Background: an optimization exercise with open tools, aiming at small area, a short achievable clock period and few clock cycles. Do not read the settings as production practice.
Where RTL was checked, it was by simulation tests only, not by an equivalence proof against the original.
The RTL of runs 2 and 3 was laid out without a check of its function.
Power and IR drop assume default switching activity.

==> flow/design.v <==
module cfc_ecc_name (
    input  wire [4:0] seg,
    output reg  [4:0] name     
);
    always @(*) begin
        case (seg)
            5'h02: name = 5'd1;    
            5'h03: name = 5'd2;    
            5'h04: name = 5'd3;    
            5'h05: name = 5'd4;    
            5'h06: name = 5'd5;    
            5'h07: name = 5'd6;    
            5'h08: name = 5'd7;    
            5'h09: name = 5'd8;    
            5'h0A: name = 5'd9;    
            5'h0B: name = 5'd10;   
            5'h0C: name = 5'd11;   
            5'h0D: name = 5'd12;   
            5'h0E: name = 5'd13;   
            5'h0F: name = 5'd14;   
            5'h11: name = 5'd15;   
            5'h12: name = 5'd16;   
            5'h13: name = 5'd17;   
            5'h16: name = 5'd18;   
            5'h17: name = 5'd19;   
            5'h18: name = 5'd20;   
            5'h19: name = 5'd21;   
            5'h1A: name = 5'd22;   
            5'h1B: name = 5'd23;   
            5'h1C: name = 5'd24;   
            default: name = 5'd0;  
        endcase
    end
endmodule
module cfc_alc_decode (
    input  wire [4:0] bitno,
    output reg  [1:0] field,   
    output reg  [4:0] idbit    
);
    always @(*) begin
        field = 2'd0;
        idbit = 5'd0;
        if (bitno <= 5'd10) begin
            idbit = 5'd28 - bitno;
        end else if (bitno == 5'd11) begin
            field = 2'd1;
        end else if (bitno == 5'd12) begin
            field = 2'd2;
        end else if (bitno == 5'd31) begin
            field = 2'd3;
        end else begin
            idbit = 5'd30 - bitno;
        end
    end
endmodule
module cfc_classify (
    input  wire [7:0] sr,
    input  wire [7:0] ewlr,
    input  wire [7:0] rxerr,
    input  wire [7:0] txerr,
    output reg  [1:0] cls      
);
    always @(*) begin
        if (sr[7] || txerr == 8'd255)
            cls = 2'd3;
        else if (rxerr[7] || txerr[7])
            cls = 2'd2;
        else if (rxerr >= ewlr || txerr >= ewlr)
            cls = 2'd1;
        else
            cls = 2'd0;
    end
endmodule
module cfc (
    input  wire         clk,
    input  wire         rst,            
    input  wire         cmd_valid,
    output wire         cmd_ready,
    input  wire [7:0]   cmd_word,
    input  wire         cmd_fmt,        
    input  wire [31:0]  cmd_id,         
    input  wire         cmd_rtr,
    input  wire [3:0]   cmd_dlc,
    input  wire [3:0]   cmd_len,
    input  wire [63:0]  cmd_data,
    input  wire [7:0]   cmd_mode,       
    input  wire [103:0] cmd_image,      
    input  wire [7:0]   cmd_byte,       
    input  wire [31:0]  cmd_cls,        
    input  wire [7:0]   cmd_index,      
    output wire         rsp_valid,
    output wire [3:0]   rsp_result,
    output wire         rsp_frame_some,
    output wire         rsp_fmt,
    output wire [28:0]  rsp_id,
    output wire         rsp_rtr,
    output wire [3:0]   rsp_dlc,
    output reg  [63:0]  rsp_data,
    output wire [103:0] rsp_image,
    output reg  [12:0]  rsp_image_wr,
    output wire [11:0]  rsp_status,
    output wire [7:0]   rsp_mode,
    output wire         rsp_ecc_cap_some,
    output wire [7:0]   rsp_ecc_cap,
    output wire         rsp_alc_cap_some,
    output wire [7:0]   rsp_alc_cap,
    output wire [1:0]   rsp_ecc_errc,
    output wire         rsp_ecc_dir,
    output wire [4:0]   rsp_ecc_seg,
    output wire [4:0]   rsp_ecc_name,
    output wire [4:0]   rsp_alc_bitno,
    output wire [1:0]   rsp_alc_field,
    output wire [4:0]   rsp_alc_idbit,
    output wire [1:0]   rsp_cls,
    output wire [7:0]   rsp_byte,
    output wire         ev_valid,
    output reg  [1:0]   ev_kind,        
    output wire [11:0]  ev_status,
    output wire         ev_completed,
    output wire         cs,
    output wire         bus_req,
    output reg          bus_we,
    output reg  [6:0]   bus_addr,
    output reg  [7:0]   bus_wdata,
    input  wire         bus_ready,
    input  wire [7:0]   bus_rdata,
    input  wire         bus_noresp,
    output wire         reset_pulse
);
    localparam [3:0] OP_TRANSMIT    = 4'h1,
                     OP_TRANSMIT_SS = 4'h2,
                     OP_ABORT       = 4'h3,
                     OP_TRY_RECEIVE = 4'h4,
                     OP_HANDLE_INT  = 4'h5,
                     OP_SET_MODE    = 4'h6,
                     OP_ACK_EVENTS  = 4'h7,
                     OP_READ_STATUS = 4'h8,
                     OP_RESET       = 4'h9,
                     OP_ENCODE      = 4'hA,
                     OP_DECODE      = 4'hB,
                     OP_DECODE_ECC  = 4'hC,
                     OP_DECODE_ALC  = 4'hD,
                     OP_CLASSIFY    = 4'hE,
                     OP_TX_READBACK = 4'hF;
    localparam [2:0] R_OK              = 3'd0,
                     R_TRANSMIT_BUSY   = 3'd1,
                     R_DEV_NOT_RESP    = 3'd2,
                     R_BUS_OFF         = 3'd3,
                     R_NOT_OPERATING   = 3'd4,
                     R_INVALID_FRAME   = 3'd5,
                     R_ILLEGAL_COMMAND = 3'd6,
                     R_INVALID_OPERAND = 3'd7;
    localparam [1:0] CLS_ACTIVE = 2'd0, CLS_WARNING = 2'd1,
                     CLS_PASSIVE = 2'd2, CLS_BUS_OFF = 2'd3;
    localparam [1:0] EV_STATUS = 2'd0, EV_FRAME = 2'd1,
                     EV_TXDONE = 2'd2, EV_WAKE  = 2'd3;
    localparam [4:0] P_TX_BUF   = 5'd0,
                     P_TX_CMD   = 5'd1,
                     P_ABORT    = 5'd2,
                     P_READBACK = 5'd3,
                     P_RX_SR    = 5'd4,
                     P_RX_BUF   = 5'd5,
                     P_RX_RMC   = 5'd6,
                     P_RX_RRB   = 5'd7,
                     P_RX_CDO   = 5'd8,
                     P_HI_IR    = 5'd9,
                     P_HI_ECC   = 5'd10,
                     P_HI_ALC   = 5'd11,
                     P_HI_SR    = 5'd12,
                     P_HI_EWLR  = 5'd13,
                     P_HI_RXERR = 5'd14,
                     P_HI_TXERR = 5'd15,
                     P_HI_TI    = 5'd16;
    reg        initialized, msg_waiting, bus_on, tx_busy, err_warning;
    reg        data_overrun, err_passive, arb_lost, bus_error;
    reg [1:0]  bus_class;
    reg        mode_rm, mode_lom, mode_stm, mode_sm;
    reg        ecc_valid, alc_valid;
    reg [7:0]  ecc_cap, alc_cap;
    reg        dev_fault;
    wire [11:0] status_word = {dev_fault, bus_class, bus_error, arb_lost,
                               err_passive, data_overrun, err_warning,
                               tx_busy, bus_on, msg_waiting, initialized};
    wire [7:0]  mode_byte = {3'b000, mode_sm, 1'b0, mode_stm, mode_lom, mode_rm};
    reg        acc;             
    reg        evph;            
    reg [4:0]  phase;
    reg        op_ss;           
    reg [2:0]  res;             
    reg        fsome;           
    reg        img_fmt, img_rtr;
    reg [3:0]  img_dlc;
    reg [95:0] img_b;
    wire [103:0] img = {img_b, img_fmt, img_rtr, 2'b00, img_dlc};
    reg [7:0]  byte_q;          
    reg [1:0]  cls_q;
    reg        ir_alc, ir_cls, ir_ri, ir_ti;    
    reg        sr7_q, rxp_q, rxw_q;             
    reg        rmc_q;                           
    reg        done_bit;
    reg        chg;             
    reg        pd_done, pd_wake, pd_frame;      
    reg        rp, rpw;         
    wire [3:0] k = bus_addr[3:0];
    wire multi = (pd_done & (pd_wake | pd_frame | chg)) |
                 (pd_wake & (pd_frame | chg)) | (pd_frame & chg);
    wire last  = ~multi & ~rpw;
    reg        busy1;           
    reg        one_ev;          
    reg        rsp_ok;          
    reg        ev_any;          
    reg [1:0]  ev_kind_q;
    assign cmd_ready   = ~busy1 & ~(one_ev & chg);
    assign rsp_valid   = rsp_ok & ~(one_ev & chg);
    assign rsp_result  = {1'b0, res};
    assign ev_valid    = ev_any | (evph & chg);
    always @(*) ev_kind = ev_kind_q;
    assign ev_status    = status_word;
    assign ev_completed = done_bit;
    assign reset_pulse  = rp;
    assign cs           = acc;
    assign bus_req      = acc;
    wire [7:0] b1 = img_b[7:0];
    wire [7:0] b2 = img_b[15:8];
    wire [7:0] b3 = img_b[23:16];
    wire [7:0] b4 = img_b[31:24];
    assign rsp_frame_some = fsome;
    assign rsp_fmt  = img_fmt;
    assign rsp_rtr  = img_rtr;
    assign rsp_dlc  = img_dlc;
    assign rsp_id   = {b1, b2, b3, b4[7:3]};
    integer i;
    always @(*) rsp_data = img_b[95:32];
    assign rsp_image = img;
    wire [3:0] ndata = img_rtr ? 4'd0 : img_dlc;
    reg  [7:0] dth;             
    always @(*) begin
        dth[0] = |ndata;
        dth[1] = ndata[3] | ndata[2] | ndata[1];
        dth[2] = ndata[3] | ndata[2] | (ndata[1] & ndata[0]);
        dth[3] = ndata[3] | ndata[2];
        dth[4] = ndata[3] | (ndata[2] & (ndata[1] | ndata[0]));
        dth[5] = ndata[3] | (ndata[2] & ndata[1]);
        dth[6] = ndata[3] | (ndata[2] & ndata[1] & ndata[0]);
        dth[7] = ndata[3];
    end
    wire [3:0] nbm1 = (img_fmt ? 4'd4 : 4'd2) + ndata;
    wire last_byte = (k != 4'd0) && (k == nbm1);
    assign rsp_status       = status_word;
    assign rsp_mode         = mode_byte;
    assign rsp_ecc_cap_some = ecc_valid;
    assign rsp_ecc_cap      = ecc_cap;
    assign rsp_alc_cap_some = alc_valid;
    assign rsp_alc_cap      = alc_cap;
    assign rsp_ecc_errc  = byte_q[7:6];
    assign rsp_ecc_dir   = byte_q[5];
    assign rsp_ecc_seg   = byte_q[4:0];
    assign rsp_alc_bitno = byte_q[4:0];
    wire [4:0] ecc_name_d, alc_idbit_d;
    wire [1:0] alc_field_d;
    cfc_ecc_name u_ecc (.seg(cmd_byte[4:0]), .name(ecc_name_d));
    cfc_alc_decode u_alc (.bitno(cmd_byte[4:0]), .field(alc_field_d), .idbit(alc_idbit_d));
    reg  [4:0] ecc_name_q, alc_idbit_q;
    reg  [1:0] alc_field_q;
    always @(posedge clk) begin
        ecc_name_q  <= ecc_name_d;
        alc_field_q <= alc_field_d;
        alc_idbit_q <= alc_idbit_d;
    end
    assign rsp_ecc_name  = ecc_name_q;
    wire [3:0] c_ndata = cmd_rtr ? 4'd0 : cmd_dlc;
    reg  [7:0] cth;
    reg  [12:3] wr_d;
    reg  [12:3] wr_q;
    always @(*) begin
        cth[0] = |c_ndata;
        cth[1] = c_ndata[3] | c_ndata[2] | c_ndata[1];
        cth[2] = c_ndata[3] | c_ndata[2] | (c_ndata[1] & c_ndata[0]);
        cth[3] = c_ndata[3] | c_ndata[2];
        cth[4] = c_ndata[3] | (c_ndata[2] & (c_ndata[1] | c_ndata[0]));
        cth[5] = c_ndata[3] | (c_ndata[2] & c_ndata[1]);
        cth[6] = c_ndata[3] | (c_ndata[2] & c_ndata[1] & c_ndata[0]);
        cth[7] = c_ndata[3];
        wr_d[3]  = cmd_fmt | cth[0];
        wr_d[4]  = cmd_fmt | cth[1];
        for (i = 5; i < 11; i = i + 1)
            wr_d[i] = cmd_fmt ? cth[i-5] : cth[i-3];
        wr_d[11] = cmd_fmt & cth[6];
        wr_d[12] = cmd_fmt & cth[7];
    end
    always @(posedge clk) wr_q <= wr_d;
    always @(*) rsp_image_wr = {wr_q, 3'b111};
    assign rsp_alc_field = alc_field_q;
    assign rsp_alc_idbit = alc_idbit_q;
    assign rsp_cls  = cls_q;
    assign rsp_byte = byte_q;
    wire       acpt  = cmd_valid & cmd_ready;
    wire [3:0] cw    = cmd_word[3:0];
    wire       legal = (cmd_word[7:4] == 4'h0) && (cw != 4'h0);
    wire       sel_img = cmd_word[3] & cmd_word[0];
    wire idx_big = (|cmd_index[7:4]) | (cmd_index[3] & cmd_index[2] & (cmd_index[1] | cmd_index[0]));
    wire wf = (cmd_fmt ? (cmd_id[31:29] == 3'd0) : (cmd_id[31:11] == 21'd0)) &
              (~cmd_dlc[3] | (cmd_dlc[2:0] == 3'd0)) &
              (cmd_rtr ? (cmd_len == 4'd0) : (cmd_len == cmd_dlc));
    reg [95:0] enc_b;
    always @(*) begin
        if (cmd_fmt) begin
            enc_b[7:0]   = cmd_id[28:21];
            enc_b[15:8]  = cmd_id[20:13];
            enc_b[23:16] = cmd_id[12:5];
            enc_b[31:24] = {cmd_id[4:0], 3'b000};
            enc_b[95:32] = cmd_data;
        end else begin
            enc_b[7:0]   = cmd_id[10:3];
            enc_b[15:8]  = {cmd_id[2:0], 5'b00000};
            enc_b[79:16] = cmd_data;
            enc_b[95:80] = cmd_data[63:48];
        end
    end
    function [3:0] clamp8(input [3:0] d);
        clamp8 = (d[3] & (|d[2:0])) ? 4'd8 : d;
    endfunction
    wire [1:0] cmd_class;
    cfc_classify u_cls_cmd (
        .sr(cmd_cls[7:0]), .ewlr(cmd_cls[15:8]), .rxerr(cmd_cls[23:16]),
        .txerr(cmd_cls[31:24]), .cls(cmd_class)
    );
    wire       ge_ewlr = (bus_rdata >= byte_q);
    wire       tx_bo = sr7_q | (bus_rdata == 8'd255);
    wire       tx_ps = rxp_q | bus_rdata[7];
    wire       tx_wn = rxw_q | ge_ewlr;
    wire [1:0] int_class = tx_bo ? CLS_BUS_OFF : tx_ps ? CLS_PASSIVE :
                           tx_wn ? CLS_WARNING : CLS_ACTIVE;
    reg        initialized_n, msg_waiting_n, bus_on_n, tx_busy_n, err_warning_n;
    reg        data_overrun_n, err_passive_n, arb_lost_n, bus_error_n;
    reg [1:0]  bus_class_n;
    reg        mode_rm_n, mode_lom_n, mode_stm_n, mode_sm_n;
    reg        ecc_valid_n, alc_valid_n, dev_fault_n;
    reg [7:0]  ecc_cap_n, alc_cap_n;
    reg        acc_n, evph_n, op_ss_n, fsome_n;
    reg [4:0]  phase_n;
    reg [2:0]  res_n;
    reg        img_fmt_n, img_rtr_n;
    reg [3:0]  img_dlc_n;
    reg [7:0]  byte_q_n;
    reg [1:0]  cls_q_n;
    reg        ir_alc_n, ir_cls_n, ir_ri_n, ir_ti_n;
    reg        sr7_q_n, rxp_q_n, rxw_q_n, rmc_q_n, done_bit_n;
    reg        chg_n, pd_done_n, pd_wake_n, pd_frame_n, rp_n, rpw_n;
    reg        bus_we_n;
    reg [6:0]  bus_addr_n;
    reg [7:0]  bus_wdata_n;
    reg        no_chg;         
    reg        do_apply;       
    reg        chg_m;          
    wire [10:0] status_n = {bus_class_n, bus_error_n, arb_lost_n,
                            err_passive_n, data_overrun_n, err_warning_n,
                            tx_busy_n, bus_on_n, msg_waiting_n, initialized_n};
    wire [7:0] ci1 = cmd_image[15:8];
    wire [7:0] ci2 = cmd_image[23:16];
    reg  [95:0] dec_b;
    always @(*) begin
        if (cmd_image[7])
            dec_b = cmd_image[103:8];
        else begin
            dec_b[7:0]   = 8'd0;
            dec_b[15:8]  = 8'd0;
            dec_b[23:16] = {2'b00, ci1[7:2]};
            dec_b[31:24] = {ci1[1:0], ci2[7:5], 3'b000};
            dec_b[95:32] = cmd_image[87:24];
        end
    end
    wire rx_wr = acc & bus_ready & (phase == P_RX_BUF);
    reg  [95:0] img_rx;         
    reg  [95:0] img_rx_en;      
    always @(*) begin
        img_rx    = {12{bus_rdata}};
        img_rx_en = 96'd0;
        if (img_fmt) begin
            for (i = 1; i < 13; i = i + 1)
                if (k == i)
                    img_rx_en[8*(i-1) +: 8] = 8'hFF;
        end else begin
            img_rx[23:0]  = {2'b00, bus_rdata[7:2], 16'd0};
            img_rx[31:24] = {bus_rdata[1:0], bus_rdata[7:5], 3'b000};
            if (k == 4'd1)
                img_rx_en[31:0] = 32'hC0FF_FFFF;
            if (k == 4'd2)
                img_rx_en[31:24] = 8'h38;
            for (i = 5; i < 13; i = i + 1)
                if (k == i - 2)
                    img_rx_en[8*(i-1) +: 8] = 8'hFF;
        end
    end
    always @(posedge clk) begin
        for (i = 0; i < 96; i = i + 1) begin
            if (cmd_ready)
                img_b[i] <= sel_img ? dec_b[i] : enc_b[i];
            else if (rx_wr & img_rx_en[i])
                img_b[i] <= img_rx[i];
        end
    end
    reg  [7:0]   img_next;
    always @(*) begin
        img_next = 8'd0;
        for (i = 0; i < 12; i = i + 1)
            if (k == i)
                img_next = img[8*(i+1) +: 8];
    end
    task automatic go_phase(input [4:0] p, input we, input [6:0] a, input [7:0] d);
        begin
            phase_n     = p;
            bus_we_n    = we;
            bus_addr_n  = a;
            bus_wdata_n = d;
        end
    endtask
    task automatic end_access;
        begin
            acc_n  = 1'b0;
            evph_n = 1'b1;
        end
    endtask
    task automatic hi_after_cls(input ri, input ti);
        begin
            if (ri)
                msg_waiting_n = 1'b1;
            if (ti)
                go_phase(P_HI_TI, 1'b0, 7'd2, 8'd0);
            else
                end_access;
        end
    endtask
    task automatic hi_after_ecc(input alc, input cls, input ri, input ti);
        begin
            if (alc) begin
                arb_lost_n = 1'b1;
                go_phase(P_HI_ALC, 1'b0, 7'd11, 8'd0);
            end else if (cls)
                go_phase(P_HI_SR, 1'b0, 7'd2, 8'd0);
            else
                hi_after_cls(ri, ti);
        end
    endtask
    task automatic clear_state;
        begin
            initialized_n  = 1'b0;
            msg_waiting_n  = 1'b0;
            bus_on_n       = 1'b0;
            tx_busy_n      = 1'b0;
            err_warning_n  = 1'b0;
            data_overrun_n = 1'b0;
            err_passive_n  = 1'b0;
            arb_lost_n     = 1'b0;
            bus_error_n    = 1'b0;
            bus_class_n    = CLS_ACTIVE;
            mode_rm_n      = 1'b1;
            mode_lom_n     = 1'b0;
            mode_stm_n     = 1'b0;
            mode_sm_n      = 1'b0;
            ecc_valid_n    = 1'b0;
            alc_valid_n    = 1'b0;
            dev_fault_n    = 1'b0;
        end
    endtask
    always @(*) begin
        initialized_n  = initialized;
        msg_waiting_n  = msg_waiting;
        bus_on_n       = bus_on;
        tx_busy_n      = tx_busy;
        err_warning_n  = err_warning;
        data_overrun_n = data_overrun;
        err_passive_n  = err_passive;
        arb_lost_n     = arb_lost;
        bus_error_n    = bus_error;
        bus_class_n    = bus_class;
        mode_rm_n      = mode_rm;
        mode_lom_n     = mode_lom;
        mode_stm_n     = mode_stm;
        mode_sm_n      = mode_sm;
        ecc_valid_n    = ecc_valid;
        alc_valid_n    = alc_valid;
        dev_fault_n    = dev_fault;
        ecc_cap_n      = ecc_cap;
        alc_cap_n      = alc_cap;
        acc_n          = acc;
        evph_n         = evph;
        op_ss_n        = op_ss;
        fsome_n        = fsome;
        phase_n        = phase;
        res_n          = res;
        img_fmt_n      = img_fmt;
        img_rtr_n      = img_rtr;
        img_dlc_n      = img_dlc;
        byte_q_n       = byte_q;
        cls_q_n        = cls_q;
        ir_alc_n       = ir_alc;
        ir_cls_n       = ir_cls;
        ir_ri_n        = ir_ri;
        ir_ti_n        = ir_ti;
        sr7_q_n        = sr7_q;
        rxp_q_n        = rxp_q;
        rxw_q_n        = rxw_q;
        rmc_q_n        = rmc_q;
        done_bit_n     = done_bit;
        chg_n          = chg;
        pd_done_n      = pd_done;
        pd_wake_n      = pd_wake;
        pd_frame_n     = pd_frame;
        rp_n           = 1'b0;
        rpw_n          = rpw;
        bus_we_n       = bus_we;
        bus_addr_n     = bus_addr;
        bus_wdata_n    = bus_wdata;
        no_chg         = 1'b0;
        do_apply       = 1'b0;
        if (evph) begin
            if (rpw) begin
                rpw_n = 1'b0;
                rp_n  = 1'b1;
            end else if (pd_done)
                pd_done_n = 1'b0;
            else if (pd_wake)
                pd_wake_n = 1'b0;
            else if (pd_frame)
                pd_frame_n = 1'b0;
            else
                chg_n = 1'b0;
            if (last)
                evph_n = 1'b0;
        end
        if (cmd_ready) begin
            if (sel_img) begin
                img_fmt_n = cmd_image[7];
                img_rtr_n = cmd_image[6];
                img_dlc_n = clamp8(cmd_image[3:0]);
            end else begin
                img_fmt_n = cmd_fmt;
                img_rtr_n = cmd_rtr;
                img_dlc_n = cmd_dlc;
            end
            byte_q_n = cmd_byte;
            cls_q_n  = cmd_class;
            op_ss_n  = (cw == OP_TRANSMIT_SS);
            fsome_n  = sel_img;
            case (cw)
                OP_ABORT:       go_phase(P_ABORT,    1'b1, 7'd1, 8'h02);
                OP_TRY_RECEIVE: go_phase(P_RX_SR,    1'b0, 7'd2, 8'h00);
                OP_HANDLE_INT:  go_phase(P_HI_IR,    1'b0, 7'd3, 8'h00);
                OP_TX_READBACK: go_phase(P_READBACK, 1'b0, {3'b110, cmd_index[3:0]}, 8'h00);
                default:        go_phase(P_TX_BUF,   1'b1, 7'd16,
                                         {cmd_fmt, cmd_rtr, 2'b00, cmd_dlc});
            endcase
            res_n = R_OK;
            if (!legal) begin
                res_n = R_ILLEGAL_COMMAND;
            end else begin
                case (cw)
                OP_TRANSMIT, OP_TRANSMIT_SS: begin
                    if (dev_fault)
                        res_n = R_DEV_NOT_RESP;
                    else if (!wf)
                        res_n = R_INVALID_FRAME;
                    else if (bus_class == CLS_BUS_OFF)
                        res_n = R_BUS_OFF;
                    else if (mode_rm || mode_lom || mode_sm)
                        res_n = R_NOT_OPERATING;
                    else if (tx_busy)
                        res_n = R_TRANSMIT_BUSY;
                end
                OP_ABORT, OP_HANDLE_INT: begin
                    if (dev_fault)
                        res_n = R_DEV_NOT_RESP;
                end
                OP_TRY_RECEIVE: begin
                    if (dev_fault)
                        res_n = R_DEV_NOT_RESP;
                    else if (mode_rm)
                        res_n = R_NOT_OPERATING;
                end
                OP_SET_MODE: begin
                    if (dev_fault)
                        res_n = R_DEV_NOT_RESP;
                    else if (cmd_mode[7:5] != 3'b000)
                        res_n = R_INVALID_OPERAND;
                end
                OP_ENCODE: begin
                    if (!wf)
                        res_n = R_INVALID_FRAME;
                end
                OP_TX_READBACK: begin
                    if (dev_fault)
                        res_n = R_DEV_NOT_RESP;
                    else if (idx_big)
                        res_n = R_INVALID_OPERAND;
                end
                default: ;
                endcase
            end
        end
        if (acpt) begin
            chg_n      = 1'b0;
            pd_done_n  = 1'b0;
            pd_wake_n  = 1'b0;
            pd_frame_n = 1'b0;
            rpw_n      = 1'b0;
            acc_n      = 1'b0;
            evph_n     = 1'b1;
            if (legal) begin
                case (cw)
                OP_TRANSMIT, OP_TRANSMIT_SS: begin
                    if (!dev_fault && wf && bus_class != CLS_BUS_OFF &&
                        !mode_rm && !mode_lom && !mode_sm && !tx_busy) begin
                        acc_n  = 1'b1;
                        evph_n = 1'b0;
                    end
                end
                OP_ABORT: begin
                    if (!dev_fault && tx_busy) begin
                        acc_n  = 1'b1;
                        evph_n = 1'b0;
                    end
                end
                OP_TRY_RECEIVE: begin
                    if (!dev_fault && !mode_rm) begin
                        acc_n  = 1'b1;
                        evph_n = 1'b0;
                    end
                end
                OP_HANDLE_INT: begin
                    if (!dev_fault) begin
                        acc_n  = 1'b1;
                        evph_n = 1'b0;
                    end
                end
                OP_SET_MODE: begin
                    if (!dev_fault && cmd_mode[7:5] == 3'b000) begin
                        mode_rm_n  = cmd_mode[0];
                        mode_lom_n = cmd_mode[1];
                        mode_stm_n = cmd_mode[2];
                        mode_sm_n  = cmd_mode[4];
                        tx_busy_n  = 1'b0;
                        if (!cmd_mode[0]) begin
                            initialized_n = 1'b1;
                            bus_on_n      = 1'b1;
                            if (bus_class == CLS_BUS_OFF)
                                bus_class_n = CLS_ACTIVE;
                        end else begin
                            bus_on_n = 1'b0;
                        end
                    end
                end
                OP_ACK_EVENTS: begin
                    arb_lost_n  = 1'b0;
                    bus_error_n = 1'b0;
                end
                OP_RESET: begin
                    clear_state;
                    no_chg = 1'b1;
                    if (rp)
                        rpw_n = 1'b1;
                    else
                        rp_n  = 1'b1;
                end
                OP_TX_READBACK: begin
                    if (!dev_fault && !idx_big) begin
                        acc_n  = 1'b1;
                        evph_n = 1'b0;
                    end
                end
                default: ;
                endcase
            end
        end else if (acc && bus_ready) begin
            if (bus_noresp) begin
                dev_fault_n = 1'b1;
                res_n       = R_DEV_NOT_RESP;
                pd_done_n   = 1'b0;
                pd_wake_n   = 1'b0;
                pd_frame_n  = 1'b0;
                end_access;
            end else begin
                case (phase)
                P_TX_BUF: begin
                    if (last_byte) begin
                        tx_busy_n = 1'b1;
                        go_phase(P_TX_CMD, 1'b1, 7'd1,
                                 {3'b000, mode_stm, 2'b00, op_ss, ~mode_stm});
                    end else begin
                        bus_addr_n  = {3'b001, k + 4'd1};
                        bus_wdata_n = img_next;
                    end
                end
                P_TX_CMD, P_ABORT: end_access;
                P_READBACK: begin
                    byte_q_n = bus_rdata;
                    end_access;
                end
                P_RX_SR: begin
                    if (!bus_rdata[0]) begin
                        msg_waiting_n = 1'b0;
                        end_access;
                    end else begin
                        fsome_n = 1'b1;
                        go_phase(P_RX_BUF, 1'b0, 7'd16, 8'h00);
                    end
                end
                P_RX_BUF: begin
                    if (k == 4'd0) begin
                        img_fmt_n = bus_rdata[7];
                        img_rtr_n = bus_rdata[6];
                        img_dlc_n = clamp8(bus_rdata[3:0]);
                    end
                    if (last_byte)
                        go_phase(P_RX_RMC, 1'b0, 7'd29, 8'h00);
                    else
                        bus_addr_n = {3'b001, k + 4'd1};
                end
                P_RX_RMC: begin
                    rmc_q_n = |bus_rdata[4:1];
                    go_phase(P_RX_RRB, 1'b1, 7'd1, 8'h04);
                end
                P_RX_RRB: begin
                    msg_waiting_n = rmc_q;
                    pd_frame_n    = 1'b1;
                    if (data_overrun)
                        go_phase(P_RX_CDO, 1'b1, 7'd1, 8'h08);
                    else
                        end_access;
                end
                P_RX_CDO: begin
                    data_overrun_n = 1'b0;
                    end_access;
                end
                P_HI_IR: begin
                    ir_alc_n  = bus_rdata[6];
                    ir_cls_n  = bus_rdata[5] | bus_rdata[2];
                    ir_ri_n   = bus_rdata[0];
                    ir_ti_n   = bus_rdata[1];
                    pd_wake_n = bus_rdata[4];
                    if (bus_rdata[3])
                        data_overrun_n = 1'b1;
                    if (bus_rdata[7]) begin
                        bus_error_n = 1'b1;
                        go_phase(P_HI_ECC, 1'b0, 7'd12, 8'h00);
                    end else
                        hi_after_ecc(bus_rdata[6], bus_rdata[5] | bus_rdata[2],
                                     bus_rdata[0], bus_rdata[1]);
                end
                P_HI_ECC: begin
                    ecc_cap_n   = bus_rdata;
                    ecc_valid_n = 1'b1;
                    hi_after_ecc(ir_alc, ir_cls, ir_ri, ir_ti);
                end
                P_HI_ALC: begin
                    alc_cap_n   = bus_rdata;
                    alc_valid_n = 1'b1;
                    if (ir_cls)
                        go_phase(P_HI_SR, 1'b0, 7'd2, 8'h00);
                    else
                        hi_after_cls(ir_ri, ir_ti);
                end
                P_HI_SR: begin
                    sr7_q_n = bus_rdata[7];
                    go_phase(P_HI_EWLR, 1'b0, 7'd13, 8'h00);
                end
                P_HI_EWLR: begin
                    byte_q_n = bus_rdata;
                    go_phase(P_HI_RXERR, 1'b0, 7'd14, 8'h00);
                end
                P_HI_RXERR: begin
                    rxp_q_n = bus_rdata[7];
                    rxw_q_n = ge_ewlr;
                    go_phase(P_HI_TXERR, 1'b0, 7'd15, 8'h00);
                end
                P_HI_TXERR: begin
                    do_apply = 1'b1;
                    hi_after_cls(ir_ri, ir_ti);
                end
                P_HI_TI: begin
                    tx_busy_n  = 1'b0;
                    done_bit_n = bus_rdata[3];
                    pd_done_n  = 1'b1;
                    end_access;
                end
                default: end_access;
                endcase
            end
        end
        chg_m = chg_n | (!no_chg && (status_n != status_word[10:0]));
    end
    reg  [1:0] bus_class_f;
    reg        bus_on_f, err_warning_f, err_passive_f, mode_rm_f;
    always @(*) begin
        bus_class_f   = bus_class_n;
        bus_on_f      = bus_on_n;
        err_warning_f = err_warning_n;
        err_passive_f = err_passive_n;
        mode_rm_f     = mode_rm_n;
        if (do_apply) begin
            if (int_class == CLS_BUS_OFF) begin
                bus_class_f   = CLS_BUS_OFF;
                bus_on_f      = 1'b0;
                err_warning_f = 1'b0;
                err_passive_f = 1'b0;
                mode_rm_f     = 1'b1;
            end else if (bus_class != CLS_BUS_OFF) begin
                bus_class_f   = int_class;
                err_warning_f = (int_class == CLS_WARNING);
                err_passive_f = (int_class == CLS_PASSIVE);
            end
        end
    end
    wire not_bo = (bus_class != CLS_BUS_OFF);
    wire chg_bo = not_bo | bus_on | err_warning | err_passive;
    wire chg_ps = not_bo & ((bus_class != CLS_PASSIVE) | err_warning | ~err_passive);
    wire chg_wn = not_bo & ((bus_class != CLS_WARNING) | ~err_warning | err_passive);
    wire chg_ac = not_bo & ((bus_class != CLS_ACTIVE) | err_warning | err_passive);
    wire chg_cls = tx_bo ? chg_bo : tx_ps ? chg_ps : tx_wn ? chg_wn : chg_ac;
    wire chg_f = chg_m | (do_apply & chg_cls);
    wire ev_ge1 = pd_done_n | pd_wake_n | pd_frame_n;
    wire ev_ge2 = (pd_done_n & (pd_wake_n | pd_frame_n)) | (pd_wake_n & pd_frame_n);
    always @(posedge clk) begin
        if (rst) begin
            busy1  <= 1'b0;
            one_ev <= 1'b0;
            rsp_ok <= 1'b0;
            ev_any <= 1'b0;
        end else begin
            busy1  <= acc_n | (evph_n & (ev_ge2 | rpw_n));
            one_ev <= evph_n & ev_ge1 & ~ev_ge2 & ~rpw_n;
            rsp_ok <= evph_n & ~ev_ge2 & ~rpw_n;
            ev_any <= evph_n & ev_ge1;
        end
        if (pd_done_n)       ev_kind_q <= EV_TXDONE;
        else if (pd_wake_n)  ev_kind_q <= EV_WAKE;
        else if (pd_frame_n) ev_kind_q <= EV_FRAME;
        else                 ev_kind_q <= EV_STATUS;
    end
    always @(posedge clk) begin
        if (rst) begin
            initialized  <= 1'b0;
            msg_waiting  <= 1'b0;
            bus_on       <= 1'b0;
            tx_busy      <= 1'b0;
            err_warning  <= 1'b0;
            data_overrun <= 1'b0;
            err_passive  <= 1'b0;
            arb_lost     <= 1'b0;
            bus_error    <= 1'b0;
            bus_class    <= CLS_ACTIVE;
            mode_rm      <= 1'b1;
            mode_lom     <= 1'b0;
            mode_stm     <= 1'b0;
            mode_sm      <= 1'b0;
            ecc_valid    <= 1'b0;
            alc_valid    <= 1'b0;
            dev_fault    <= 1'b0;
            acc          <= 1'b0;
            evph         <= 1'b0;
            chg          <= 1'b0;
            pd_done      <= 1'b0;
            pd_wake      <= 1'b0;
            pd_frame     <= 1'b0;
            rp           <= 1'b0;
            rpw          <= 1'b0;
        end else begin
            initialized  <= initialized_n;
            msg_waiting  <= msg_waiting_n;
            bus_on       <= bus_on_f;
            tx_busy      <= tx_busy_n;
            err_warning  <= err_warning_f;
            data_overrun <= data_overrun_n;
            err_passive  <= err_passive_f;
            arb_lost     <= arb_lost_n;
            bus_error    <= bus_error_n;
            bus_class    <= bus_class_f;
            mode_rm      <= mode_rm_f;
            mode_lom     <= mode_lom_n;
            mode_stm     <= mode_stm_n;
            mode_sm      <= mode_sm_n;
            ecc_valid    <= ecc_valid_n;
            alc_valid    <= alc_valid_n;
            dev_fault    <= dev_fault_n;
            acc          <= acc_n;
            evph         <= evph_n;
            chg          <= chg_f;
            pd_done      <= pd_done_n;
            pd_wake      <= pd_wake_n;
            pd_frame     <= pd_frame_n;
            rp           <= rp_n;
            rpw          <= rpw_n;
        end
        ecc_cap   <= ecc_cap_n;
        alc_cap   <= alc_cap_n;
        op_ss     <= op_ss_n;
        fsome     <= fsome_n;
        phase     <= phase_n;
        res       <= res_n;
        img_fmt   <= img_fmt_n;
        img_rtr   <= img_rtr_n;
        img_dlc   <= img_dlc_n;
        byte_q    <= byte_q_n;
        cls_q     <= cls_q_n;
        ir_alc    <= ir_alc_n;
        ir_cls    <= ir_cls_n;
        ir_ri     <= ir_ri_n;
        ir_ti     <= ir_ti_n;
        sr7_q     <= sr7_q_n;
        rxp_q     <= rxp_q_n;
        rxw_q     <= rxw_q_n;
        rmc_q     <= rmc_q_n;
        done_bit  <= done_bit_n;
        bus_we    <= bus_we_n;
        bus_addr  <= bus_addr_n;
        bus_wdata <= bus_wdata_n;
    end
endmodule
==> flow/flow/run.sh <==
#!/bin/bash
# Layout flow: the standard flow (standard.sh, unchanged synthesis),
# with the port buffers made of sky130_fd_sc_hd__buf_2 cells and the timing
# repair aiming at a setup slack margin of 5.5 ns.
set -o pipefail
export BUFFER_PORTS_ARGS="-buffer_cell sky130_fd_sc_hd__buf_2"
sed 's/SETUP_SLACK_MARGIN=[0-9.]*/SETUP_SLACK_MARGIN=5.5/' standard.sh > standard_m.sh
bash standard_m.sh > standard.log 2>&1
==> flow/standard.sh <==
#!/bin/bash
# synth_recipe.tcl (not shown) runs the flow's synth.tcl, then flattens the netlist and writes it again
# the make line also repeats each setting of config.mk as NAME=value (left out here)
make -C /OpenROAD-flow-scripts/flow DESIGN_CONFIG=/design/flow/config.mk WORK_HOME=/design/flow/orfs CLKGATE_MAP_FILE= SYNTH_SCRIPT=/design/flow/synth_recipe.tcl "${@:-finish}"
==> flow/config.mk <==
export PLATFORM = sky130hd
export DESIGN_NAME = cfc
export DESIGN_NICKNAME = cfc
export VERILOG_FILES = /design/flow/design.v
export SDC_FILE = /design/flow/constraint.sdc
export NUM_CORES = 4
export LEC_CHECK = 0
export CAP_MARGIN = 20
export CORE_MARGIN = 2
export CORE_UTILIZATION = 40
export SETUP_SLACK_MARGIN = 5
export SLEW_MARGIN = 20
==> flow/constraint.sdc <==
create_clock -name core_clock -period 8.0 [get_ports {clk}]
set_input_delay 1.6000 -clock core_clock [delete_from_list [all_inputs] [get_ports {clk}]]
set_output_delay 1.6000 -clock core_clock [all_outputs]
set_load 0.01 [all_outputs]
==> metrics.cfg, run 1 <==
[run_status]
outcome=complete, no violations

[synthesis]
ys_types=94
async_flop_share=0
ys_seq_elements=217
ys.flop_type=edfxtp_1
yosys.area.top_type=edfxtp_1
ys_seq_area_frac=0.343
synth_area_um2=16300
synth_edf_count=124
synthCells=1950
synth_top_area_frac=0.229
synth.avg_cell_area_um2=8.35
synth.yosys.warnings=4
synth.area.top_cells=edfxtp_1 (23%), dfxtp_1 (11%), buf_4 (7.0%)

[timing]
clock-skew-final_ns=0.0213
fin_crit_sh=0.376
tns_ns=0
hold_slack_ns=0.478
finalSetupViolCount=0
fmax_mhz=333
finalHoldViolCount=0
setup_ws_ns=4.99
rsz0062_at_grt=yes
slew_viol_final=0
min_period_ns=3.01
tightest_slew_ns=0.692
relSlewSlack=0.539

[power]
leakagePower_nw=10.5
clkPwrFrac=0.344
ir_drop_uv=140
pwr-share-comb=0.282
swShare=0.325
power.internal_mw=2.43
pwr_density_cell_nw_per_um2=149
seqPwrFrac=0.375
switchingPower_mw=1.17

[setup_path]
setup.worst_path.start_class=primary input
crit_top_cell=buf_6
r2r_slack_ns=5.06
critPathCapture=busy1
cp.depth=8
cp_cell_sequence=buf_6 > or4_4 > nor4_4 > buf_6 > o2111a_2 > o211ai_1 > a21oi_1 > a31o_1
ff2ff_path_depth=7
cp.required_ns=8.49
crit_arrival_ns=3.50
r2r-start=phase[2]
worst-path-max-fanout=3
cp-startpoint=cmd_id[20]
path_delay_family=simple AND/OR/NAND/NOR gates
end_kind=register
critical_path_buf_inv_count=2
r2r_end=chg
max_stage_delay_ns=0.55
crit_type=in -> reg
cp_slowest_cell=or4_4

[floorplanning]
dieHeight_um=206
row_count=73
start_util=0.408
ios=618
dieArea_um2=42300
core_area_um2=39900
die_w_um=206

[clock_network]
clock_path_buffers=3
clock_latency_ns=0.56
ctsRootBufferMaster=clkbuf_16
cts_inserted_buffers=27
cts_tree=done
cts.clk_slew.worst_paths_ns=0.06
cts.sinks=217
hold_buffers=0
htree_num_levels=1

[finish]
layout-drive-gt1-share=0.495
postLayoutCoreUtil=0.604
fillerInstances=3461
area_growth_pct=48.1
postLayoutCellArea_um2=24100
nets=2851

[grt]
grt_pass1_vias=16593
track_usage=0.360
grt_overflow=0
grt_pass1_wl_um=112000
grt_start_max_net_pins=89
antenna_found_initial=5

[hold_path]
min_path_type=reg -> reg

[drt]
wl_per_cell_um=26.6
first_pass_iters=5
postRouteAntennaNets=0
num_vias=18209
vias_per_cell=5.93
drc=0
drtIter0Drc=1855
drt_wl_total_um=81700

[placed_design]
numPortBuffers=597
dpl_cell_area_um2=19300
dp_hpwl_um=57200
pre_cts_ws_ns=4.06
gp_congestion=0.950

[flow_run]
drv_cap=0

-- layout make-up --
type / count / area [um2] / share of cell area
Antenna cell: 1 / 2.50 / 0.000104
Clock buffer: 33 / 759 / 0.0315
Clock inverter: 16 / 125 / 0.00519
Inverter: 51 / 246 / 0.0102
Multi-Input combinational cell: 1402 / 10500 / 0.434
Sequential cell: 217 / 5750 / 0.238
Tap cell: 525 / 657 / 0.0272
Timing Repair Buffer: 825 / 6090 / 0.252
Timing Repair inverter: 2 / 17.5 / 0.000727
-- tightest hold or removal path: stages (launching register included) --
cell     delay, ns
dfxtp_2       0.32
nand2_1       0.06
o22ai_1       0.06
-- layer usage --
metal	part of all wire	GRT usage	vias up	wire, um
li1	-	-	8165	-
met1	0.40	0.478	8742	32500
met2	0.48	0.602	1122	38900
met3	0.092	0.0531	176	7520
met4	0.034	0.109	4	2770
met5	0.00026	0	-	21
-- cell families after synthesis --
family          after synthesis  synth area share
compound gates              600             0.227
other cells                   2          0.000461
xor+xnor                      8           0.00523
mux                         162             0.104
flops                       217             0.343
fa+ha+maj                    39            0.0303
simple gates                576             0.173
buf+inv                     346             0.117
-- how the worst min path moves through the flow --
| stage | endpoint | depth (start not counted) | start |
|---|---|---|---|
| floorplan | mode_lom | 2 | mode_lom |
| global placement | res[0] | 2 | res[0] |
| detailed placement | res[0] | 2 | res[0] |
| CTS | res[0] | 2 | res[0] |
| global route | bus_wdata[4] | 2 | bus_wdata[4] |
| finish | bus_wdata[4] | 2 | bus_wdata[4] |
-- placed cells by master (no fill, tap or decap), types with 14 or more instances in the layout --
master     netlist  final
buf_2           19    471
buf_4          151    189
nor2_1         200    188
buf_6            2    134
edfxtp_1       124    124
nand2_1        138    123
o21ai_1          1    117
mux2i_1        108    108
a21oi_1        176    104
a21oi_2          1     70
o21ai_0        183     47
inv_1           50     42
a31oi_1         41     41
mux2_2          54     38
dfxtp_2          0     38
nand3_1         41     37
clkbuf_16        0     32
dfxtp_4          0     30
nor3_1          35     25
dfxtp_1         93     25
ha_1            37     24
nand3b_1        17     17
o22ai_1         16     16
o211ai_1        16     16
mux2_4           0     16
o21ai_4          0     15
nand2b_1        17     14
a22oi_1         18     14
-- registers in the layout, summed over array words and instances (netlist names), 2 cells and up --
| signal | cells |
|---|---|
| bus_wdata | 8 |
| res | 3 |
| ecc_cap | 8 |
| img_dlc | 4 |
| cls_q | 2 |
| ev_kind_q | 2 |
| alc_cap | 8 |
| bus_addr | 7 |
| img_b | 96 |
| byte_q | 8 |
| phase | 5 |
| alc_idbit_q | 5 |
| bus_class | 2 |
| wr_q | 10 |
| ecc_name_q | 5 |
| alc_field_q | 2 |
-- stage by stage --
step           power, mW  std cells
5_1_grt             3.70       3072
6_report            3.60       3072
3_3_place_gp        2.15       2795
2_1_floorplan       1.86       1958
4_1_cts             3.53       3022
3_5_place_dp        2.15       2795
-- synthesized netlist by cell type, drive strengths merged (6+ instances only) --
cell,n
nor2,200
buf,188
o21ai,185
a21oi,177
nand2,139
edfxtp,124
mux2i,108
clkbuf,107
dfxtp,93
mux2,54
inv,51
a31oi,42
nand3,41
nor3,38
ha,37
nor4,19
a22oi,18
a221oi,17
nand2b,17
nand3b,17
nor2b,17
a211oi,16
and3,16
o211ai,16
o22ai,16
and2,14
o31ai,13
nor3b,12
nand4,10
o21a,10
a21o,9
and3b,9
o221ai,8
or4,8
o21bai,7
or3,7
a22o,6
-- timing repair --
item	in CTS	in global routing
endpoints found under the setup margin	588	442
pin swaps	53	54
cloned	16	4
buffers inserted	162	45
resized for setup	397	81
-- power groups by stage --
stage | logic (mW) | registers, mW | clock network (mW)
2_1_floorplan | 0.502 | 1.36 | 0
3_3_place_gp | 0.770 | 1.38 | 0
3_5_place_dp | 0.774 | 1.38 | 0
4_1_cts | 0.943 | 1.35 | 1.24
5_1_grt | 1.07 | 1.35 | 1.29
6_report | 1.01 | 1.35 | 1.24
Testbench counts, summed over its fixed seeds: cycles 93,800.
==> run 2: changes to the inputs <==
--- a/flow/design.v
+++ b/flow/design.v
@@ -672,14 +672,7 @@
                 endcase
             end
         end else if (acc && bus_ready) begin
-            if (bus_noresp) begin
-                dev_fault_n = 1'b1;
-                res_n       = R_DEV_NOT_RESP;
-                pd_done_n   = 1'b0;
-                pd_wake_n   = 1'b0;
-                pd_frame_n  = 1'b0;
-                end_access;
-            end else begin
+            begin
                 case (phase)
                 P_TX_BUF: begin
                     if (last_byte) begin
@@ -786,6 +779,33 @@
                 default: end_access;
                 endcase
             end
+            if (bus_noresp) begin
+                initialized_n  = initialized;
+                msg_waiting_n  = msg_waiting;
+                bus_on_n       = bus_on;
+                tx_busy_n      = tx_busy;
+                err_warning_n  = err_warning;
+                data_overrun_n = data_overrun;
+                err_passive_n  = err_passive;
+                arb_lost_n     = arb_lost;
+                bus_error_n    = bus_error;
+                bus_class_n    = bus_class;
+                mode_rm_n      = mode_rm;
+                mode_lom_n     = mode_lom;
+                mode_stm_n     = mode_stm;
+                mode_sm_n      = mode_sm;
+                ecc_valid_n    = ecc_valid;
+                alc_valid_n    = alc_valid;
+                ecc_cap_n      = ecc_cap;
+                alc_cap_n      = alc_cap;
+                do_apply       = 1'b0;
+                dev_fault_n    = 1'b1;
+                res_n          = R_DEV_NOT_RESP;
+                pd_done_n      = 1'b0;
+                pd_wake_n      = 1'b0;
+                pd_frame_n     = 1'b0;
+                end_access;
+            end
         end
         chg_m = chg_n | (!no_chg && (status_n != status_word[10:0]));
     end
==> flow/flow/run.sh (replaced) <==
#!/bin/bash
# Layout flow: the standard flow (standard.sh, unchanged synthesis),
# with the port buffers made of sky130_fd_sc_hd__buf_2 cells.
set -o pipefail
export BUFFER_PORTS_ARGS="-buffer_cell sky130_fd_sc_hd__buf_2"
bash standard.sh > standard.log 2>&1
==> metrics.cfg, run 2 <==
[timing]
rsz0062_at_grt=yes
slew_viol_final=0  ; unchanged
fin_crit_sh=0.388  ; +0.0126
fmax_mhz=322  ; -3.3%
tns_ns=0  ; unchanged
finalSetupViolCount=0  ; unchanged
relSlewSlack=0.224  ; -0.315
min_period_ns=3.11  ; +0.101 ns
finalHoldViolCount=0  ; unchanged
clock-skew-final_ns=0.0161  ; -0.00516 ns
tightest_slew_ns=1.16  ; +0.464 ns

[finish]
nets=2668  ; -6.4%
mostFrequentLayoutCell=buf_2
final_cell_mix=buf_2 (579), nor2_1 (183), o21ai_0 (162)
layout-drive-gt1-share=0.366  ; -0.129
top_register=img_b
largest_reg_flops=96  ; unchanged
fillerInstances=3975  ; +15%
area_growth_pct=24.9
postLayoutCellArea_um2=20400  ; -15%
reg.largest.list=img_b (96), wr_q (10)

[synthesis]
yosys.area.top_type=edfxtp_1
ys_seq_area_frac=0.342  ; -0.00129
ys.flop_type=edfxtp_1
synthCells=1942  ; -0.41%
synth_area_um2=16300  ; +0.38%
yosysMostFrequentCell=nor2_1
synth_edf_count=124  ; unchanged
synth.avg_cell_area_um2=8.41  ; +0.79%
async_flop_share=0  ; unchanged
synth_top_area_frac=0.228  ; -0.000858
synth.area.top_cells=edfxtp_1 (23%), dfxtp_1 (11%), buf_4 (6.9%)
synth_top_cells_by_count=nor2_1 (186), o21ai_0 (173), a21oi_1 (161)
ys_types=99  ; +5.3%
synth.yosys.warnings=4  ; unchanged
ys_seq_elements=217  ; unchanged

[setup_path]
crit_type=reg -> out
crit_arrival_ns=1.51  ; -1.99 ns
cp_cell_sequence=a21o_4 > inv_12 > buf_16 > buf_2
cp.required_ns=6.40  ; -2.09 ns
critical_path_buf_inv_count=3  ; +1
end_kind=output pin
worst-path-max-fanout=8  ; +5
cp_slowest_cell=dfxtp_2
max_stage_delay_ns=0.36  ; -0.19 ns
path_delay_family=flip-flops
setup.worst_path.start_class=register

[power]
leakagePower_nw=8.96  ; -14%
pwr_density_cell_nw_per_um2=171  ; +15%
ir_drop_uv=127  ; -9.0%

[placed_design]
dpl_cell_area_um2=18600  ; -3.6%
gp_congestion=0.976  ; +2.8%
numPortBuffers=597  ; unchanged
dp_hpwl_um=56300  ; -1.6%

[grt]
grt_start_max_net_pins=128  ; +44%
track_usage=0.329  ; -0.0304
grt_overflow=0  ; unchanged
grt_pass1_vias=15964  ; -3.8%
grt_pass1_wl_um=104000  ; -7.6%
antenna_found_initial=4  ; -1

[run_status]
outcome=complete, no violations

[drt]
num_vias=17104  ; -6.1%
drtIter0Drc=1480  ; -20%
drc=0  ; unchanged
first_pass_iters=6  ; +1
postRouteAntennaNets=0  ; unchanged
wl_per_cell_um=25.5  ; -4.3%
drt_wl_total_um=73800  ; -9.8%
vias_per_cell=5.90  ; -0.39%

[clock_network]
hold_buffers=0  ; unchanged
cts_tree=done
htree_num_levels=1  ; unchanged
clock_latency_ns=0.56  ; about the same
clock_path_buffers=3  ; unchanged
cts_inserted_buffers=26  ; -3.7%
cts.sinks=217  ; unchanged
cts.clk_slew.worst_paths_ns=0.06  ; about the same
ctsRootBufferMaster=clkbuf_16

[floorplanning]
dieArea_um2=42500  ; +0.37%
dieHeight_um=206  ; +0.18%
ios=618  ; unchanged
die_w_um=206  ; +0.18%
start_util=0.403  ; -0.00492
row_count=74  ; +1.4%
core_area_um2=40600  ; +1.6%

[hold_path]
min_path_type=reg -> reg

[flow_run]
drv_cap=0  ; unchanged

run 2: per-stage QoR:
stage	std cells	total power [mW]	util	setup slack [ns]	hold slack, ns
after floorplan	1950	1.80	-	4.63	0.445
after global placement	2802	2.12	0.458	3.77	0.447
after detailed placement	2802	2.12	0.458	3.79	0.464
after CTS	2878	3.47	0.496	4.81	0.479
after global routing	2896	3.60	0.503	4.87	0.501
final	2897	3.50	0.503	4.89	0.472
run 2: report_power, final:
part	internal, mW	switching, mW	total [mW]
Combinational	0.325	0.478	0.803
Clock	0.813	0.520	1.33
Sequential	1.26	0.100	1.36
run 2: worst paths after layout:
path	start	end	slack [ns]	cells after the start
setup / recovery	one_ev	cmd_ready	4.89	4
hold / removal	alc_valid	alc_valid	0.47	1
setup reg to reg	bus_addr[1]	bus_wdata[7]	5.08	11
hold reg to reg	alc_valid	alc_valid	0.47	1
run 2: repair_timing:
action / in CTS / in global routing
pin swaps: 9 / 15
resized for setup: 80 / 41
gates cloned: 3 / 1
setup buffers: 25 / 16
endpoints found under the setup margin: 226 / 168
run 2: logic make-up after synthesis:
| kind of cell | count (synthesis) | share of synthesized area |
|---|---|---|
| buf+inv | 344 | 0.116 |
| mux | 158 | 0.101 |
| flops | 217 | 0.342 |
| simple gates | 579 | 0.178 |
| fa+ha+maj | 40 | 0.0308 |
| other cells | 2 | 0.000460 |
| compound gates | 596 | 0.228 |
| xor+xnor | 6 | 0.00413 |
run 2: final cells by class:
cell class / count / area (um2) / area share
inverter: 51 / 234 / 0.0115
tap: 532 / 666 / 0.0326
timing repair buffer: 656 / 3650 / 0.179
timing repair inverter: 1 / 8.76 / 0.000429
antenna: 2 / 5.00 / 0.000245
sequential: 217 / 5600 / 0.274
clock inverter: 21 / 283 / 0.0139
clock buffer: 27 / 676 / 0.0331
multi-input combinational: 1390 / 9290 / 0.455
run 2: per-layer routing:
layer	track usage	routed length, um	vias to the layer above
met4	0.159	4170	2
met5	0	12	-
met1	0.415	29100	8143
met2	0.548	34900	920
met3	0.0539	5610	197
li1	-	-	7842
==> run 3: changes to the inputs <==
--- a/flow/config.mk
+++ b/flow/config.mk
@@ -5,6 +5,7 @@
 export SDC_FILE = /design/flow/constraint.sdc
 export NUM_CORES = 4
 export LEC_CHECK = 0
+export ABC_CLOCK_PERIOD_IN_PS = 1500
 export CAP_MARGIN = 20
 export CORE_MARGIN = 2
 export CORE_UTILIZATION = 40
==> metrics.cfg, run 3 <==
[drt]
wl_per_cell_um=25.5  ; unchanged
postRouteAntennaNets=0  ; unchanged
drt_wl_total_um=73800  ; unchanged
first_pass_iters=6  ; unchanged
vias_per_cell=5.90  ; unchanged
num_vias=17104  ; unchanged
drtIter0Drc=1480  ; unchanged
drc=0  ; unchanged

[floorplanning]
ios=618  ; unchanged
core_area_um2=40600  ; unchanged
dieHeight_um=206  ; unchanged
dieArea_um2=42500  ; unchanged
row_count=74  ; unchanged
die_w_um=206  ; unchanged
start_util=0.403  ; unchanged

[synthesis]
synthXorXnorAreaFrac=0.00413  ; unchanged
ys_seq_area_frac=0.342  ; unchanged
synth.yosys.warnings=4  ; unchanged
synth_edf_count=124  ; unchanged
synthMuxAreaShare=0.101  ; unchanged
ys.flop_type=edfxtp_1
synth-simple-area-share=0.178  ; unchanged
synthAdderAreaFrac=0.0308  ; unchanged
synth_top_cells_by_count=nor2_1 (186), o21ai_0 (173), a21oi_1 (161)
ys_types=99  ; unchanged
synth_compound_area_frac=0.228  ; unchanged
synthCells=1942  ; unchanged
async_flop_share=0  ; unchanged
synth.avg_cell_area_um2=8.41  ; unchanged
synth.area.top_cells=edfxtp_1 (23%), dfxtp_1 (11%), buf_4 (6.9%)
ys_seq_elements=217  ; unchanged
synth_top_family_by_area=compound AO/OA/AOI/OAI gates
yosys.area.top_type=edfxtp_1
synth_top_area_frac=0.228  ; unchanged
yosysMostFrequentCell=nor2_1
synth_area_um2=16300  ; unchanged

[timing]
rsz0062_at_grt=yes
tightest_slew_ns=1.16  ; unchanged
finalHoldViolCount=0  ; unchanged
finalSetupViolCount=0  ; unchanged
fmax_mhz=322  ; unchanged
clock-skew-final_ns=0.0161  ; unchanged
relSlewSlack=0.224  ; unchanged
setup_ws_ns=4.89  ; unchanged
min_period_ns=3.11  ; unchanged
fin_crit_sh=0.388  ; unchanged
tns_ns=0  ; unchanged
slew_viol_final=0  ; unchanged

[power]
clkPwrFrac=0.381  ; about the same
swShare=0.314  ; unchanged
ir_drop_uv=127  ; unchanged
seqPwrFrac=0.389  ; about the same
leakagePower_nw=8.96  ; unchanged
power.internal_mw=2.40  ; unchanged
pwr_density_cell_nw_per_um2=171  ; unchanged
pwr-share-comb=0.230  ; about the same
switchingPower_mw=1.10  ; unchanged

[finish]
postLayoutCoreUtil=0.503  ; unchanged
mostFrequentLayoutCell=buf_2
nets=2668  ; unchanged
layout-drive-gt1-share=0.366  ; unchanged
postLayoutCellArea_um2=20400  ; unchanged
reg.largest.list=img_b (96), wr_q (10)
largest_reg_flops=96  ; unchanged
area_growth_pct=24.9  ; unchanged
final_cell_mix=buf_2 (579), nor2_1 (183), o21ai_0 (162)
top_register=img_b

[hold_path]
min_path_type=reg -> reg

[grt]
grt_overflow=0  ; unchanged
track_usage=0.329  ; unchanged
grt_start_max_net_pins=128  ; unchanged
grt_pass1_vias=15964  ; unchanged
antenna_found_initial=4  ; unchanged
grt_pass1_wl_um=104000  ; unchanged

[placed_design]
numPortBuffers=597  ; unchanged
dpl_cell_area_um2=18600  ; unchanged
gp_congestion=0.976  ; unchanged
pre_cts_ws_ns=3.79  ; unchanged
dp_hpwl_um=56300  ; unchanged

[setup_path]
max_stage_delay_ns=0.36  ; about the same
crit_arrival_ns=1.51  ; about the same
crit_type=reg -> out
cp_slowest_cell=dfxtp_2
worst-path-max-fanout=8  ; unchanged
cp.required_ns=6.40  ; about the same
cp_cell_sequence=a21o_4 > inv_12 > buf_16 > buf_2
end_kind=output pin
setup.worst_path.start_class=register

[clock_network]
cts_inserted_buffers=26  ; unchanged
cts.clk_slew.worst_paths_ns=0.06  ; about the same
cts.sinks=217  ; unchanged
ctsRootBufferMaster=clkbuf_16
hold_buffers=0  ; unchanged
cts_tree=done
clock_path_buffers=3  ; unchanged
clock_latency_ns=0.56  ; about the same
htree_num_levels=1  ; unchanged

[flow_run]
drv_cap=0  ; unchanged

[run_status]
outcome=complete, no violations

==> run 3: cell counts after synthesis <==
No cell type changed its count.
==> run 3: kinds of logic (layout without fill, tap and decap cells) <==
kind of cell | after synthesis | after routing
AOI/OAI and AO/OA | 596 | 597
xor gates and xnor gates | 6 | 6
adders and majority gates | 40 | 40
buffers and inverters | 344 | 756
DFF | 217 | 217
muxes | 158 | 158
other | 2 | 12
and+or+nand+nor | 579 | 579
==> run 3: timing repair <==
| item | in CTS | in global routing |
|---|---|---|
| setup buffers | 25 | 16 |
| pin swaps | 9 | 15 |
| endpoints found under the setup margin | 226 | 168 |
| cloned | 3 | 1 |
| gates resized for setup | 80 | 41 |
==> run 3: per-layer routing <==
layer  vias to the layer above  wire, um  share of wire  track usage
met1                      8143     29100           0.39        0.415
met3                       197      5610          0.076       0.0539
li1                       7842         -              -            -
met2                       920     34900           0.47        0.548
met4                         2      4170          0.057        0.159
met5                         -        12        0.00016            0
==> run 3: final cells by class <==
type | count | area, um2
clock inverter | 21 | 283
sequential | 217 | 5600
timing repair inverter | 1 | 8.76
multi-input combinational | 1390 | 9290
antenna | 2 | 5.00
tap | 532 | 666
clock buffer | 27 | 676
timing repair buffer | 656 | 3650
fill | 3975 | 20100
inverter | 51 | 234
==> run 3: power groups by stage <==
stage                     combinational (mW)  sequential [mW]  clock [mW]
after global placement                 0.736             1.38           0
after detailed placement               0.738             1.38           0
after CTS                              0.772             1.36        1.34
after global routing                   0.857             1.36        1.38
after floorplan                        0.436             1.36           0
final                                  0.803             1.36        1.33
==> run 3: through the flow <==
step           std cells  total power [mW]  hold WS [ns]
2_1_floorplan       1950              1.80         0.445
3_3_place_gp        2802              2.12         0.447
3_5_place_dp        2802              2.12         0.464
4_1_cts             2878              3.47         0.479
5_1_grt             2896              3.60         0.501
6_report            2897              3.50         0.472
==> run 3: final timing paths <==
path | cells after the start | to | slack (ns) | startpoint
min reg2reg | 1 | alc_valid | 0.47 | alc_valid
max | 4 | cmd_ready | 4.89 | one_ev
min | 1 | alc_valid | 0.47 | alc_valid
max reg2reg | 11 | bus_wdata[7] | 5.08 | bus_addr[1]
==> run 3: worst max-delay path, delay by kind of cell, from the launching register on <==
kind / cells / cell delay, ns
flops: 1 / 0.36
buf+inv: 3 / 0.34
compound gates: 1 / 0.24

==> afterwards: timing with drivers on the ports <==
In the flow no input, the clock included, has a driving cell. The finished layouts below were timed again as built, in two steps.
Step 1: set_driving_cell puts a clkbuf_16 on clk and a buf_2 on each other input, an assumption about the parent block.
Step 2 also shifts input and output timing later by t, the mid clock arrival at the registers, as if the neighbouring blocks saw the same clock.
Three values: no drivers, after step 1, after step 2; two values: the first two.
run | shift t [ns] | setup WS [ns] | worst setup path at the end | worst register clock-pin slew, ns
run 1 | 0.601 | 4.994 / 4.999 / 4.411 | input to register | 0.07 / 0.07
run 2 | 0.600 | 4.893 / 4.840 / 4.385 | input to register | 0.07 / 0.07
run 3 | 0.600 | 4.893 / 4.840 / 4.385 | input to register | 0.07 / 0.07
After both steps every run listed still meets setup and hold. For run 1, which loses most, drivers alone change the setup slack by +0.005 ns; drivers and shift together by -0.583 ns.
